This is an optimization exercise on Yosys and OpenROAD, whose aim is small area, not a production implementation. In this exercise RTL edits were held to simulation tests only and were not proved equivalent to the original. Power is estimated from default activity; no workload was simulated.

--- design/flow/design.v ---
module btqc (
    input  wire         clk,
    input  wire         rst,           
    input  wire         cmd_valid,
    output wire         cmd_ready,
    input  wire [127:0] cmd_data,
    output wire         resp_valid,
    output reg  [31:0]  resp_data,
    output wire         ev_valid,
    output wire [3:0]   ev_kind,
    output reg  [31:0]  ev_data,
    input  wire         ev_ack,
    input  wire [15:0]  ev_rdata
);
    localparam OP_INIT   = 8'h01, OP_SETCFG = 8'h02, OP_ENQ   = 8'h03,
               OP_CLRQ   = 8'h04, OP_QSIZE  = 8'h05, OP_QBYTES = 8'h06,
               OP_QOVF   = 8'h07, OP_FLUSH  = 8'h08, OP_XFER  = 8'h09,
               OP_FILL   = 8'h0A, OP_COPY   = 8'h0B, OP_SWCOPY = 8'h0C;
    localparam [5:0] S_IDLE    = 6'b00_0000,
                     S_RESP    = 6'b01_0000,
                     S_ENQ     = 6'b10_0000,
                     S_SLOT    = 6'b11_0000,
                     S_PREP    = 6'b11_0000,    
                     S_W1      = 6'b00_0001,    
                     S_W2      = 6'b01_0001,
                     S_W3      = 6'b10_0001,
                     S_W4      = 6'b11_0001,
                     S_SUFFIX  = 6'b00_0010,    
                     S_DW16    = 6'b00_0011,    
                     S_WAIT    = 6'b00_0100,    
                     S_GETSTEP = 6'b00_0101,    
                     S_SETSTEP = 6'b00_0110,    
                     S_SETSTEPF= 6'b01_0110,    
                     S_TAKEN   = 6'b00_0111,    
                     S_HALT    = 6'b00_1000,    
                     S_RESUME  = 6'b00_1001,    
                     S_RESUMEB = 6'b01_1001,    
                     S_SRCRD   = 6'b00_1010,    
                     S_PEND    = 6'b00_1011;    
    reg [5:0] state;
    wire   slot_ev;            
    assign ev_kind  = slot_ev ? (cfg_hwdis ? 4'd6 : 4'd1) : state[3:0];
    assign ev_valid = (|state[3:0]) || slot_ev;
    wire   ev_fire  = ev_valid && ev_ack;
    reg [4:0]  effcap;         
    reg [4:0]  qcount;
    reg [3:0]  ovfidx;
    reg [19:0] qb;             
    reg        bok;            
    reg [19:0] bh;             
    reg        cfg_autoflush, cfg_ignover, cfg_hwdis, cfg_perbatch;
    localparam RW = 73;
    reg [16*RW-1:0] ring;
    reg [3:0]       ph;
    wire [RW-1:0]   rout = ring[16*RW-1:15*RW];
    reg [22:0] ps;             
    reg [15:0] pd;             
    reg [15:0] pl;             
    reg [15:0] pst;            
    reg [1:0]  pc;             
    reg [15:0] xr;             
    reg [15:0] kr;             
    reg        f_fl, f_xf, f_fill, f_copy, f_swc, f_enq;
    reg        hs;             
    reg        two;            
    reg        e2;             
    reg        usex;           
    reg        swm;            
    reg        taken, batchopen;
    reg        rbit;
    reg [1:0]  rsel;
    reg [1:0]  wcnt;           
    reg [4:0]  wq;             
    function [24:0] addf;
        input [23:0] a, b;
        input        ci;
        integer i;
        reg c;
        begin
            c = ci;
            for (i = 0; i < 24; i = i + 1) begin
                addf[i] = a[i] ^ b[i] ^ c;
                c = (a[i] & b[i]) | (c & (a[i] ^ b[i]));
            end
            addf[24] = c;
        end
    endfunction
    function gtf;
        input [23:0] a, b;
        reg [24:0] d;
        begin
            d   = addf(b, ~a, 1'b1);     
            gtf = !d[24];
        end
    endfunction
    wire        acc    = cmd_valid && cmd_ready;
    wire [7:0]  c_op   = cmd_data[127:120];
    wire [23:0] c_src  = cmd_data[119:96];
    wire [15:0] c_dst  = cmd_data[95:80];
    wire [15:0] c_len  = cmd_data[79:64];
    wire [15:0] c_step = cmd_data[63:48];
    wire [7:0]  c_val  = cmd_data[47:40];
    wire [1:0]  c_cls  = cmd_data[33:32];
    wire [31:0] c_aux  = cmd_data[31:0];
    wire z_srch = (c_src[23:16] == 8'd0);
    wire z_srcm = (c_src[15:1] == 15'd0);
    wire z_src0 = !c_src[0];
    wire z_dst  = (c_dst == 16'd0);
    wire z_len  = (c_len == 16'd0);
    wire z_step = (c_step == 16'd0);
    wire z_val  = (c_val == 8'd0);
    wire z_rsv  = (cmd_data[39:34] == 6'd0);
    wire z_cls  = (c_cls == 2'd0);
    wire z_auxh = (c_aux[31:4] == 28'd0);
    wire z_auxl = (c_aux[3:0] == 4'd0);
    wire z_src  = z_srch && z_srcm && z_src0;
    wire z_mid  = z_val && z_rsv;                        
    reg  c_ok;
    always @* begin
        case (c_op)
            OP_INIT:   c_ok = z_src && z_dst && z_step && z_mid && z_cls;
            OP_SETCFG: c_ok = z_src && z_dst && z_len && z_step && z_mid && z_cls && z_auxh;
            OP_ENQ, OP_XFER:
                       c_ok = z_src0 && z_mid && (c_cls != 2'd3) && z_auxh && z_auxl;
            OP_CLRQ, OP_QSIZE, OP_QBYTES, OP_QOVF, OP_FLUSH:
                       c_ok = z_src && z_dst && z_len && z_step && z_mid && z_cls && z_auxh && z_auxl;
            OP_FILL:   c_ok = z_src && z_rsv && z_cls && z_auxh && z_auxl;
            OP_COPY:   c_ok = z_srch && z_mid && z_cls && z_auxh && z_auxl;
            OP_SWCOPY: c_ok = z_src0 && z_dst && z_mid && z_cls;
            default:   c_ok = 1'b0;
        endcase
    end
    wire [15:0] p_opnd   = f_fill ? {15'h7FFF, ~pd[0]} : ps[15:0];
    wire [24:0] p_sum_f  = addf({8'd0, pl}, {8'd0, p_opnd}, 1'b0);
    wire [16:0] p_sum    = p_sum_f[16:0];
    wire        p_over   = p_sum[16] && (p_sum[15:0] != 16'd0);
    wire        p_cross  = p_over && (f_enq || f_xf);
    wire [15:0] p_plen   = (p_cross || (f_fill && p_over)) ? p_sum[15:0] :
                           (f_fill ? {15'd0, |pl} : pl);
    wire [24:0] qcnt_inc = addf({19'd0, qcount}, 24'd0, 1'b1);
    wire        enq_full = !gtf({19'd0, effcap}, {19'd0, qcount}) ||
                           (p_cross && !gtf({19'd0, effcap}, qcnt_inc[23:0]));
    wire [24:0] ps_hi1_f = addf({17'd0, ps[22:16]}, 24'd0, 1'b1);
    wire [6:0]  ps_hi1  = ps_hi1_f[6:0];
    wire [22:0] ss      = hs ? {ps_hi1, 16'd0} : ps;           
    wire [24:0] hid_f   = addf({8'd0, pd}, {8'd0, ~ps[15:0]}, 1'b1);
    wire [15:0] sd      = hs ? hid_f[15:0] : pd;               
    wire [24:0] remw_f  = addf({8'd0, ~ps[15:0]}, 24'd0, 1'b1);
    wire [15:0] remw    = remw_f[15:0];                        
    wire [15:0] estep   = usex ? xr : pst;
    wire [31:0] w1 = {8'h94, pl[15:8], 8'h93, pl[7:0]};
    wire [24:0] w2_f = addf({16'd0, estep[15:8]}, {16'd0, 8'h8F}, 1'b0);       
    wire [24:0] w2_g = addf({8'd0, 8'h96, ss[15:8]}, 24'd0, w2_f[8]);
    wire [31:0] w2 = {w2_g[15:0], w2_f[7:0], estep[7:0]};
    wire [31:0] w3 = {8'h97, 1'b0, ss[22:16], 8'h95, ss[7:0]};
    wire [31:0] trig = f_swc ? {xr, pd} :
                       {~pc[1] & pc[0], ~(pc[1] & pc[0]), sd[13:0], 8'h00,
                        1'b1, pc[1] & pc[0], 1'b0, pc[1] & ~pc[0], 2'b00, sd[15:14]};
    wire [6:0]  ahi     = hs ? ps_hi1 : ps[22:16];
    wire [15:0] stepout = (state == S_SETSTEPF || usex) ? xr :
                          {f_fl ? 8'h00 : pst[15:8], pst[7:0]};
    reg [31:0] cw;
    always @* begin
        case (state[5:4])
            2'd0:    cw = w1;
            2'd1:    cw = w2;
            2'd2:    cw = w3;
            default: cw = trig;
        endcase
    end
    reg [31:0] ev_st;
    always @* begin
        ev_st[31:24] = cw[31:24];
        ev_st[23:16] = (state[3:0] == S_SRCRD[3:0]) ? {ahi, kr[15]} : cw[23:16];
        case (state[3:0])
            4'd1:    ev_st[15:0] = cw[15:0];
            4'd2:    ev_st[15:0] = {8'h97, f_fill ? 8'h80 : 8'hC0};
            4'd3:    ev_st[15:0] = f_fl ? pst : xr;
            4'd10:   ev_st[15:0] = {kr[14:0], 1'b0};
            default: ev_st[15:0] = stepout;
        endcase
    end
    wire [15:0] r_len  = rout[54:39];
    wire [7:0]  r_step = rout[62:55];
    always @* begin
        if (slot_ev)
            ev_data = {8'h94, r_len[15:8], cfg_hwdis ? 8'h00 : 8'h93,
                       cfg_hwdis ? r_step : r_len[7:0]};
        else
            ev_data = ev_st;
    end
    assign cmd_ready  = (state == S_IDLE) && (wcnt == 2'd0);
    assign resp_valid = (state == S_RESP);
    always @* begin
        case (rsel)
            2'd0: resp_data = {31'd0, rbit};
            2'd1: resp_data = {27'd0, qcount};
            2'd2: resp_data = {11'd0, qb, 1'b0};
            default: resp_data = {28'd0, ovfidx};
        endcase
    end
    wire [15:0] elen   = e2 ? remw : pl;
    wire [24:0] qb_f   = addf({4'd0, qb}, {8'd0, elen}, 1'b0);
    wire [19:0] qb_new = qb_f[19:0];
    wire        eover  = bok && gtf({4'd0, qb_new}, {4'd0, bh});
    wire        epend  = cfg_autoflush && (qb_new != 20'd0);
    wire [4:0]  nflush  = (ovfidx != 4'd0 && cfg_ignover) ? {1'b0, ovfidx} : qcount;
    wire        fl_done = (wq == nflush);
    wire        fl_hit  = (ph == wq[3:0]);
    assign      slot_ev = (state == S_SLOT) && f_fl && !fl_done && fl_hit;
    wire        rwr   = (wcnt != 2'd0) && (ph == wq[3:0]);
    wire [RW-1:0] rin = {pc, pst, pl, sd, ss};
    always @(posedge clk) begin
        ring <= {ring[15*RW-1:0], rwr ? rin : rout};
    end
    wire [24:0] ph_inc = addf({20'd0, ph}, 24'd0, 1'b1);
    wire [24:0] wq_inc = addf({19'd0, wq}, 24'd0, 1'b1);
    wire [24:0] kr_inc = addf({8'd0, kr}, 24'd0, 1'b1);
    wire [24:0] pl_dec = addf({8'd0, pl}, 24'hFFFFFF, 1'b0);
    wire unit_end = ev_fire && (
        (state == S_W4 && (swm ? (pl == 16'd0) :
                           (!f_fill && ((f_fl && cfg_perbatch) || taken)))) ||
        (state == S_DW16 && (swm ? (pl == 16'd1) : taken)) ||
        (state == S_RESUME));
    always @(posedge clk) begin
        if (rst) begin
            state         <= S_IDLE;
            effcap        <= 5'd0;
            qcount        <= 5'd0;
            ovfidx        <= 4'd0;
            qb            <= 20'd0;
            bok           <= 1'b0;
            cfg_autoflush <= 1'b0;
            cfg_ignover   <= 1'b0;
            cfg_hwdis     <= 1'b0;
            cfg_perbatch  <= 1'b0;
            wcnt          <= 2'd0;
            ph            <= 4'd0;
        end else begin
            ph <= ph_inc[3:0];
            if (rwr) begin
                wq   <= wq_inc[4:0];
                wcnt <= {wcnt[1] & wcnt[0], ~wcnt[0]};
                if (hs) begin
                    hs <= 1'b0;
                    pl <= remw;
                end
            end
            case (state)
            S_IDLE: begin
                if (acc) begin
                    ps     <= (c_op == OP_COPY) ? {7'd0, c_src[15:0]} : c_src[23:1];
                    pd     <= (c_op == OP_SWCOPY) ? c_aux[15:0] : c_dst;
                    pl     <= c_len;
                    pst    <= c_step;
                    pc     <= {c_cls[1] | (c_op == OP_COPY), c_cls[0] | (c_op == OP_COPY)};
                    xr     <= (c_op == OP_SWCOPY) ? c_aux[31:16] : {c_val, c_val};
                    f_fl   <= (c_op == OP_FLUSH);
                    f_xf   <= (c_op == OP_XFER);
                    f_fill <= (c_op == OP_FILL);
                    f_enq  <= (c_op == OP_ENQ);
                    f_copy <= (c_op == OP_COPY);
                    f_swc  <= (c_op == OP_SWCOPY);
                    hs     <= 1'b0;
                    e2     <= 1'b0;
                    usex   <= 1'b0;
                    swm    <= (c_op == OP_SWCOPY);
                    wq     <= 5'd0;
                    batchopen <= 1'b0;
                    rsel   <= 2'd0;
                    rbit   <= 1'b1;
                    if (!c_ok) begin
                        rbit  <= 1'b0;
                        state <= S_RESP;
                    end else begin
                        case (c_op)
                        OP_INIT: begin
                            effcap <= ((|c_len[15:5]) || (c_len[4] && (|c_len[3:0]))) ? 5'd16 : c_len[4:0];
                            bok    <= (c_aux != 32'd0) && (c_aux[31:21] == 11'd0);
                            bh     <= c_aux[20:1];
                            qcount <= 5'd0;
                            ovfidx <= 4'd0;
                            qb     <= 20'd0;
                            state  <= S_RESP;
                        end
                        OP_SETCFG: begin
                            cfg_autoflush <= c_aux[0];
                            cfg_ignover   <= c_aux[1];
                            cfg_hwdis     <= c_aux[2];
                            cfg_perbatch  <= c_aux[3];
                            state         <= S_RESP;
                        end
                        OP_CLRQ: begin
                            qcount <= 5'd0;
                            ovfidx <= 4'd0;
                            qb     <= 20'd0;
                            state  <= S_RESP;
                        end
                        OP_QSIZE: begin
                            rsel  <= 2'd1;
                            state <= S_RESP;
                        end
                        OP_QBYTES: begin
                            rsel  <= 2'd2;
                            state <= S_RESP;
                        end
                        OP_QOVF: begin
                            rsel  <= 2'd3;
                            state <= S_RESP;
                        end
                        OP_SWCOPY: state <= S_SETSTEP;
                        OP_FLUSH:  state <= S_WAIT;
                        default:   state <= S_PREP;     
                        endcase
                    end
                end
            end
            S_RESP: state <= S_IDLE;
            S_PREP: begin
                if (!f_fl) begin
                    pl  <= p_plen;
                    hs  <= p_cross;
                    two <= p_cross;
                    if (!f_enq)
                        state <= S_WAIT;
                    else if (enq_full) begin
                        rbit  <= 1'b0;
                        state <= S_RESP;
                    end else begin
                        wq    <= qcount;
                        wcnt  <= {p_cross, ~p_cross};
                        state <= S_ENQ;
                    end
                end
            end
            S_ENQ: begin
                qcount <= qcnt_inc[4:0];
                qb     <= qb_new;
                if (eover && ovfidx == 4'd0)
                    ovfidx <= qcount[3:0];
                rbit <= !(eover && cfg_ignover);
                if (epend)
                    state <= S_PEND;
                else if (two && !e2) begin
                    e2    <= 1'b1;
                    state <= S_ENQ;
                end else
                    state <= S_RESP;
            end
            S_PEND: begin
                if (ev_fire) begin
                    if (two && !e2) begin
                        e2    <= 1'b1;
                        state <= S_ENQ;
                    end else
                        state <= S_RESP;
                end
            end
            S_WAIT: begin
                if (ev_fire) begin
                    if (f_fl)
                        state <= S_GETSTEP;
                    else if (f_fill)
                        state <= (pst != 16'hFFFF) ? S_SETSTEP : S_W1;
                    else if (hs || pst == 16'hFFFF)
                        state <= S_GETSTEP;
                    else begin
                        swm   <= f_xf && cfg_hwdis;
                        state <= S_SETSTEP;
                    end
                end
            end
            S_GETSTEP: begin
                if (ev_fire) begin
                    xr <= ev_rdata;
                    if (f_fl)
                        state <= S_SLOT;
                    else begin
                        usex <= 1'b1;
                        if (f_xf && cfg_hwdis) begin
                            swm   <= 1'b1;
                            state <= S_SETSTEP;
                        end else
                            state <= S_W1;
                    end
                end
            end
            S_SETSTEP: begin
                if (ev_fire) state <= swm ? S_W4 : S_W1;
            end
            S_W1: begin
                if (ev_fire) state <= f_fill ? S_SUFFIX : S_W2;
            end
            S_W2: begin
                if (ev_fire) state <= S_W3;
            end
            S_W3: begin
                if (ev_fire)
                    state <= f_copy ? S_SUFFIX :
                             (f_fl && cfg_perbatch && batchopen) ? S_HALT : S_TAKEN;
            end
            S_SUFFIX: begin
                if (ev_fire) state <= S_TAKEN;
            end
            S_TAKEN: begin
                if (ev_fire) begin
                    taken <= ev_rdata[0];
                    if (f_fl && cfg_perbatch) batchopen <= 1'b1;
                    state <= S_HALT;
                end
            end
            S_HALT: begin
                if (ev_fire) state <= S_W4;
            end
            S_W4: begin
                if (swm)
                    kr <= hs ? 16'd0 : {f_fl ? w2[23:16] : ps[15:8], ps[7:0]};
                if (ev_fire) begin
                    if (swm)
                        state <= S_SRCRD;
                    else if (f_fill)
                        state <= S_DW16;
                    else
                        state <= S_RESUME;
                end
            end
            S_DW16: begin
                if (ev_fire) begin
                    if (swm) begin
                        kr <= kr_inc[15:0];
                        if (kr == 16'hFFFF && !hs) ps[22:16] <= ps_hi1;
                        pl <= pl_dec[15:0];
                        state <= S_SRCRD;
                    end else
                        state <= S_RESUME;
                end
            end
            S_SRCRD: begin
                if (ev_fire) begin
                    if (f_fl) pst <= ev_rdata;
                    else      xr  <= ev_rdata;
                    state <= S_DW16;
                end
            end
            S_RESUMEB: begin
                if (ev_fire) state <= S_SETSTEPF;
            end
            S_SETSTEPF: begin
                if (ev_fire) begin
                    qcount <= 5'd0;
                    ovfidx <= 4'd0;
                    qb     <= 20'd0;
                    state  <= S_RESP;
                end
            end
            default: ;
            endcase
            if (unit_end) begin
                if (f_fl)
                    state <= S_SLOT;
                else if (hs) begin
                    hs    <= 1'b0;
                    pl    <= remw;
                    usex  <= 1'b0;
                    swm   <= 1'b0;
                    state <= S_WAIT;
                end else
                    state <= S_RESP;
            end
            if ((state == S_SLOT && f_fl) || (unit_end && f_fl) ||
                (state == S_GETSTEP && f_fl && ev_fire)) begin
                if (fl_done)
                    state <= (batchopen && !taken) ? S_RESUMEB : S_SETSTEPF;
                else if (fl_hit) begin
                    {pc, pst, pl, pd, ps} <= rout;
                    wq    <= wq_inc[4:0];
                    swm   <= cfg_hwdis;
                    if (slot_ev && ev_ack)       
                        state <= cfg_hwdis ? S_W4 : S_W2;
                    else
                        state <= cfg_hwdis ? S_SETSTEP : S_W1;
                end else
                    state <= S_SLOT;
            end
        end
    end
endmodule
--- design/flow/flow/run.sh ---
#!/bin/bash
# The standard ORFS layout (standard.sh), with three changes:
#  - synthesis is ORFS's own synthesis script (standard.sh synth), but ABC
#    maps the logic with an area-only script (flow/abc_area.script: ifraig, dc2, dch +
#    amap, no buffering or sizing); flip-flops are mapped before ABC runs,
#    so the registers are those of the standard synthesis
#  - the input and output port buffers are the smallest buffer cell (buf_1)
#  - clock tree: clkbuf_8 leaf clusters of up to 16 sinks within 50 um, no dummy loads
# Each make run's whole output goes to its own log (synth.log, standard.log);
# ORFS keeps each step's log under orfs/logs/.
set -euo pipefail
rm -rf scripts_area
cp -r "$FLOW_HOME/scripts" scripts_area
cp flow/abc_area.script scripts_area/abc_speed.script
export BUFFER_PORTS_ARGS="-buffer_cell sky130_fd_sc_hd__buf_1"
export CTS_ARGS="-sink_clustering_enable -repair_clock_nets -buf_list sky130_fd_sc_hd__clkbuf_8 -sink_clustering_size 16 -sink_clustering_max_diameter 50 -dont_use_dummy_load"
bash standard.sh SCRIPTS_DIR="$PWD/scripts_area" synth > synth.log 2>&1
bash standard.sh > standard.log 2>&1
--- design/flow/flow/abc_area.script ---
strash
ifraig
dc2
dch -f
amap
strash
dch -f
amap
topo
stime -c
--- design/flow/standard.sh ---
#!/bin/bash
# synth_recipe.tcl (not shown) runs the flow's synth.tcl, then flattens the netlist and writes it again
# the make line also repeats each setting of config.mk as NAME=value (left out here)
make -C /OpenROAD-flow-scripts/flow DESIGN_CONFIG=/design/flow/config.mk WORK_HOME=/design/flow/orfs CLKGATE_MAP_FILE= SYNTH_SCRIPT=/design/flow/synth_recipe.tcl "${@:-finish}"
--- design/flow/config.mk ---
export PLATFORM = sky130hd
export DESIGN_NAME = btqc
export DESIGN_NICKNAME = btqc
export VERILOG_FILES = /design/flow/design.v
export SDC_FILE = /design/flow/constraint.sdc
export NUM_CORES = 4
export LEC_CHECK = 0
export CAP_MARGIN = 20
export CORE_MARGIN = 2
export CORE_UTILIZATION = 40
export SLEW_MARGIN = 20
--- design/flow/constraint.sdc ---
create_clock -name core_clock -period 10.0 [get_ports {clk}]
set_input_delay 2.0000 -clock core_clock [delete_from_list [all_inputs] [get_ports {clk}]]
set_output_delay 2.0000 -clock core_clock [all_outputs]
set_load 0.01 [all_outputs]
==> notes.md <==
cell type report:
| class | instances | area [um^2] | share of cell area |
|---|---|---|---|
| inverter | 243 | 920 | 0.0205 |
| clock buffer | 117 | 1610 | 0.0359 |
| antenna | 7 | 17.5 | 0.000390 |
| tap | 1298 | 1620 | 0.0362 |
| timing repair buffer | 265 | 1220 | 0.0272 |
| multi-input combinational | 1608 | 10700 | 0.239 |
| sequential | 1365 | 28800 | 0.641 |
state kept, by name, summed over array words and instances, names as in the netlist, 20 cells and up:
register,flops
ps,23
qb,20
bh,20
ring,1168
per-stage QoR:
step / power (uW) / utilization / hold slack, ps / setup WS, ps
after detailed placement: 9620 / 0.432 / 312 / 368
after floorplan: 8310 / - / 310 / 89.2
final: 12300 / 0.449 / 254 / 218
after CTS: 12300 / 0.448 / 259 / 32.3
after global placement: 9610 / 0.431 / 310 / 506
after global routing: 12900 / 0.449 / 263 / 25.1
cells in the mapped netlist (10+ instances only):
master        n
a221oi_1     41
o22ai_1     116
a222oi_1     10
nor2_1      311
nor2b_1      30
or4_1        14
nor3_1       73
a211oi_1     26
edfxtp_1    146
or3_1        15
clkinv_1    243
dfxtp_1    1219
nand3_1      19
a31oi_1      14
o21ai_0      97
nor4_1       23
fa_1         44
ha_1        110
o32ai_1      18
a22oi_1      49
o221ai_1     38
buf_4        11
a2111oi_0    18
nand4_1      20
o22a_1       93
o21a_1       33
a21oi_1     157
nand2_1     154
or2_0        15
repair_timing:
action / CTS / global route
hold buffers: 0 / 0
pin swaps: 1 / 5
setup buffers: 2 / 0
endpoints found under the hold margin: 0 / 0
setup endpoints to repair: 1 / 11
gates resized for setup: 6 / 14
critical path, delay by kind of cell (launching register included):
kind,cells,cell delay (ps)
buf+inv,5,430
compound gates,5,950
fa+ha+maj,15,4710
simple gates,4,480
flops,1,410
metal layers:
metal	vias up	wire length, um	GRT usage
met4	10	7190	0.130
met2	1362	49800	0.328
li1	12200	-	-
met1	12900	50300	0.302
met5	-	56	0
met3	312	10500	0.0514
worst max path at each step:
stage              from         end  depth (start not counted)
6_report          ps[0]  ev_data[1]                         29
5_1_grt           ps[0]   ovfidx[0]                         33
4_1_cts           pd[0]  ev_data[1]                         28
3_5_place_dp      ps[0]    state[4]                         34
3_3_place_gp      ps[0]    state[4]                         33
2_1_floorplan  state[4]       pc[0]                         12
cells by family after synthesis:
group,share of synthesized area
fa+ha+maj,0.0559
other cells,0.0000929
compound gates,0.132
buf+inv,0.0247
simple gates,0.0739
xor+xnor,0.000217
flops,0.713
placed cells by master (no fill, tap or decap), types with 6 or more instances in the layout:
cell type / Yosys / layout
o22a_1: 93 / 93
diode_2: 0 / 7
a222oi_1: 10 / 10
or2_0: 15 / 15
o22ai_1: 116 / 116
o21ai_0: 97 / 95
nand3_1: 19 / 19
o41ai_1: 7 / 7
dfxtp_1: 1219 / 1219
edfxtp_1: 146 / 146
nor2b_1: 30 / 30
ha_1: 110 / 108
clkinv_1: 243 / 237
a31oi_1: 14 / 14
a22oi_1: 49 / 48
nand4_1: 20 / 20
buf_1: 1 / 205
a221oi_1: 41 / 41
o2111ai_1: 6 / 6
o21a_1: 33 / 33
buf_4: 11 / 55
o32ai_1: 18 / 18
or4_1: 14 / 14
nor3_1: 73 / 71
fa_2: 0 / 7
a211oi_1: 26 / 24
fa_1: 44 / 37
o221ai_1: 38 / 38
or3_1: 15 / 15
o32a_1: 8 / 8
clkbuf_8: 0 / 117
nor4_1: 23 / 21
a2111oi_0: 18 / 16
nand2_1: 154 / 152
a21oi_1: 157 / 155
conb_1: 1 / 11
nor2_1: 311 / 307
power breakdown:
group	switching (uW)	internal (uW)	total, uW
Clock	1600	1030	2630
Sequential	316	5880	6200
Combinational	2200	1230	3430
Total	4120	8150	12300
==> results.ini <==
[critical_path]
endpoint_kind = output pin
slowest_stage = edfxtp_1
worstRegToRegCells = 35
criticalPathCategory = register to output pin
max_stage_delay_ps = 410
ff2ff_setup_slack_ps = 430
startpoint_type = register
worstReg2RegStart = ps[0]
rr_endpoint = wq[0]
cp.arrival_ps = 7780
worstPathRequired_ps = 8000
cp_max_fo = 2

[cts]
clock_sinks = 1365
clk_pin_slew_ps = 90
cts_inserted_buffers = 117
clock_path_buffers = 3
cts-root-buf = clkbuf_8
clk_latency_ps = 810
htreeDepth = 3
cts_tree = done

[run]
maxCapViolations = 0

[global_routing]
grt_start_max_net_pins = 66
grt_pass1_wl_mm = 168
antenna_found_initial = 17
grt_overflow = 0
grt_usage = 0.223
first_global_vias = 24800

[hold_path]
worstHoldPathType = register to register
min-delay-start = ring[1047]
holdPathStages = 0
holdPathEnd = ring[1120]

[synthesis]
synthArstFlopShare = 0
ys_warn_count = 1
yosys.area.top_type = dfxtp_1
synthTopCellsByArea = dfxtp_1 60%, edfxtp_1 11%, ha_1 3.4%, nor2_1 2.9%, clkinv_1 2.3%
postSynthAreaPerCell_um2 = 12.5
synth_seq_cells = 1365
ys_seq_area_frac = 0.713
syn_inst = 3218
synth_top_area_share = 0.605
synthesis.area_um2 = 40300
synth_edf_count = 146
synth_cell_type_count = 49
synthFlopType = dfxtp_1

[sta]
hold_violations = 0
setup_viol = 0
rsz0062_at_grt = false
fin_skew_ps = 115
worst_pin_slew_ps = 1410
slew_headroom = 0.0578
fmax_mhz = 102
fin_tns_setup_ps = 0
finalMaxSlewViolations = 0
fin_crit_sh = 0.978
period_needed_ps = 9780

[route]
viasPerCell = 5.45
drt_iter0_drc = 3032
drt-total-wl_mm = 118
drc_errors = 0
vias = 26700
postRouteAntennaNets = 0
wl_per_cell_um = 24.0
dr.pass1.iters = 8

[power]
cellLeakagePower_uw = 0.0166
vdd_drop_max_mv = 0.109
powerDensity_nw_per_um2 = 273

[placement]
io_buffers = 207
placed_area_um2 = 43200
dp.cells = 4775
hpwl_mm = 86.8
place_congestion = 0.979

[floorplanning]
rows = 116
die-area_um2 = 103000
dieHeight_um = 322
start_util = 0.403
dieWidth_um = 322
io_pins = 219
core_um2 = 100000

[layout]
area_growth_syn_to_layout_pct = 11.3
drive_gt1_frac = 0.0584
final_area_um2 = 44900
n_fill_cell = 9166
fin_nets = 3902
stdcell_count = 4903

[outcome]
status = finished clean

==> what the ideal ports hide <==
The results above use ideal ports. As a check the final layout listed here was re-extracted and re-timed, cells and wires unchanged. Step 1 sets driving cells, clkbuf_16 on the clock port and buf_2 on the other inputs (assumed; they add their load-dependent delay and slew). Step 2 moves the port delays by t, midway between the first and last clock arrival at a register: inputs arrive t later, outputs are due t later. That takes back most of the time a late clock gives input paths. Slacks: no drivers / after step 1 / after step 2; pairs: no drivers / after step 1.
shift t [ns]: 0.813
slack for setup (ns): 0.218 / 0.151 / 0.432
hold WS [ns]: 0.254 / 0.254 / 0.254
worst setup path at the end: register to register
After both steps setup and hold are still met in this run. The setup slack of this run moves by -0.067 ns with the drivers and by +0.214 ns with both steps.
